This is an optimization exercise on Yosys and OpenROAD, whose aim is small area, not a production implementation.
Function was checked by simulation only, so behaviour that the tests miss may differ from the original.
No activity file was given, so power comes from the tool's default toggle rates.

// ym7128b
module ym7128b (
    input  wire        clk,
    input  wire        rst,
    input  wire        cmd_valid,
    output wire        cmd_ready,
    input  wire [31:0] cmd,
    output reg         rd_valid,
    output wire [7:0]  rd_data,
    output reg         smp_valid,
    output reg  [13:0] smp_l0,    
    output reg  [13:0] smp_r0,
    output reg  [13:0] smp_l1,    
    output reg  [13:0] smp_r1     
);
For scale: roughly 1900 cells after synthesis, about 100 I/O pins, roughly 26000 µm² of cells after synthesis.
clock: 100.0 ns
lec_check: 0
cap_margin: 20
core_margin: 2
core_utilization: 65
slew_margin: 20
synth_hierarchical: 1
standard.sh (not shown) runs the stock make flow with config.mk's settings and CLKGATE_MAP_FILE= SYNTH_SCRIPT=/design/flow/synth_recipe.tcl, a recipe that flattens the netlist after the stock synthesis.
==> flow/flow/run.sh <==
#!/bin/bash
# The standard layout (standard.sh: standard synthesis, floorplan, power
# grid, placement, CTS, routing), built with two changes:
#  * port buffers use the smallest buffer, buf_1, instead of clkdlybuf4s50_1
#    (every port still gets its own buffer);
#  * clock tree: clkbuf_4 leaf clusters of up to 10 sinks within 40 um, and no
#    dummy loads.  The clock is not delayed or skewed on purpose.
# Each tool's full output is in standard.log.
set -euo pipefail
export BUFFER_PORTS_ARGS="-buffer_cell sky130_fd_sc_hd__buf_1"
export CTS_ARGS="-sink_clustering_enable -repair_clock_nets -dont_use_dummy_load -buf_list sky130_fd_sc_hd__clkbuf_4 -sink_clustering_size 10 -sink_clustering_max_diameter 40"
bash standard.sh > standard.log 2>&1
Edit:
--- a/flow/design.v
+++ b/flow/design.v
@@ -128,34 +128,28 @@
             end
             if (fire & (is_pwron | is_stop)) gate <= 1'b0;
             else if (fire & is_start)        gate <= 1'b1;
         end
     end
     wire [4:0] j    = st[5:1];
     wire [5:0] st1  = st + 6'd1;
     wire [4:0] jn   = st1[5:1];                
     wire       half = ph[0];
-    wire tph  = (st[5:2] == 4'd0);
-    wire g_hi = (seg == 2'd2) & (ph[3:2] == 2'b11);
-    wire [6:0] gsel = {
-        (seg == 2'd2) &  g_hi &  half,                   
-        (seg == 2'd2) &  g_hi & ~half,                   
-        (seg == 2'd2) & ~g_hi &  half,                   
-        (seg == 2'd2) & ~g_hi & ~half,                   
-        (seg == 2'd1) &  half,                           
-        ((seg == 2'd1) & ~half) | ((seg == 2'd0) & half),  
-        (seg == 2'd0) & ~half};                          
-    wire [3:0] tsel = {tph & ~half, tph & half, ~tph & ~half, ~tph & half};   
-    wire [5:0] gf;
-    wire [4:0] tap;
-    ym7128b_regrd u_regrd (.gsel(gsel), .tsel(tsel),
-        .a0(ra[0]), .a1(ra[1]), .a2(ra[2]), .b0(rb[0]), .b1(rb[1]), .b3(rb[3]), .b4(rb[4]), .b5(rb[5]),
-        .gf(gf), .tap(tap));
+    reg [5:0] gf;
+    always @* begin
+        case (seg)
+            2'd0:    gf = half ? ra[1] : ra[0];
+            2'd1:    gf = half ? ra[2] : ra[1];
+            default: gf = (ph[3:2] == 2'b11) ? (half ? rb[5] : rb[4]) : (half ? rb[1] : rb[0]);
+        endcase
+    end
+    wire [4:0] tap = (st[5:2] == 4'd0) ? (half ? rb[3][4:0] : rb[4][4:0])
+                                       : (half ? rb[0][4:0] : rb[1][4:0]);
     reg [13:0] dly [0:31];
     reg [4:0]  q;                    
     wire dwr = cframe ? (st != 6'd0)
                       : (pframe & (st >= 6'd8) & (st <= 6'd39) & (q == 5'd31));
     always @(posedge clk) begin
         for (i = 31; i > 0; i = i - 1) dly[i] <= dly[i-1];
         dly[0] <= dwr ? smp_l0 : dly[31];
         q <= q + 5'd1 + {4'd0, pframe & st47};
     end
@@ -328,20 +322,9 @@
             u[b] = ua ^ ub ^ uc;
             uc = (ua & ub) | (ua & uc) | (ub & uc);
         end
     end
     assign      us  = u[14];
     wire [14:0] uv  = u ^ {15{us}};
     assign opm = avg ? uv[13:1] : uv[12:0];
     assign oc  = us & (~avg | uv[0]);
 endmodule
-module ym7128b_regrd (
-    input  wire [6:0] gsel,
-    input  wire [3:0] tsel,
-    input  wire [5:0] a0, a1, a2, b0, b1, b3, b4, b5,
-    output wire [5:0] gf,
-    output wire [4:0] tap
-);
-    assign gf  = ({6{gsel[0]}} & a0) | ({6{gsel[1]}} & a1) | ({6{gsel[2]}} & a2) | ({6{gsel[3]}} & b0)
-               | ({6{gsel[4]}} & b1) | ({6{gsel[5]}} & b4) | ({6{gsel[6]}} & b5);
-    assign tap = ({5{tsel[0]}} & b0[4:0]) | ({5{tsel[1]}} & b1[4:0]) | ({5{tsel[2]}} & b3[4:0]) | ({5{tsel[3]}} & b4[4:0]);
-endmodule
What happened: Cell area went up by about 0.4%. Area after synthesis goes up by 0.50%. Sequential power grows by about 1%. Non-clock buffer count goes up by 1. Worst setup slack degrades by 250 ps. Worst hold slack gets better by 26 ps. Count of clock-buffer cells in the layout does not change.

[afterwards: timing with drivers on the ports]
No port has a modelled driver above. Below, the same layouts with a new extraction and two added sets of constraints. Step 1, drivers: a clkbuf_16 drives clk and a buf_2 each remaining input, both assumed. Step 2 adds t to the input delays and takes it off the output delays; t is the mean of the earliest and latest rising clock arrival at the registers after step 1. Input paths then give back, and output paths get back, about the clock's delay inside the block. Three values: no drivers, after step 1, after step 2; two values: the first two.
run	t, ns	slack for setup (ns)	worst setup path at the end	clock arrival spread, ns
the first run	0.854	57.213 / 57.193 / 57.193	input to output	0.135 / 0.135
the second run	0.847	56.960 / 56.937 / 56.937	input to output	0.130 / 0.130
After both steps setup and hold are still met in every run listed. The setup slack of the second run, which loses most, moves by -0.023 ns with the drivers and by -0.023 ns with both steps.
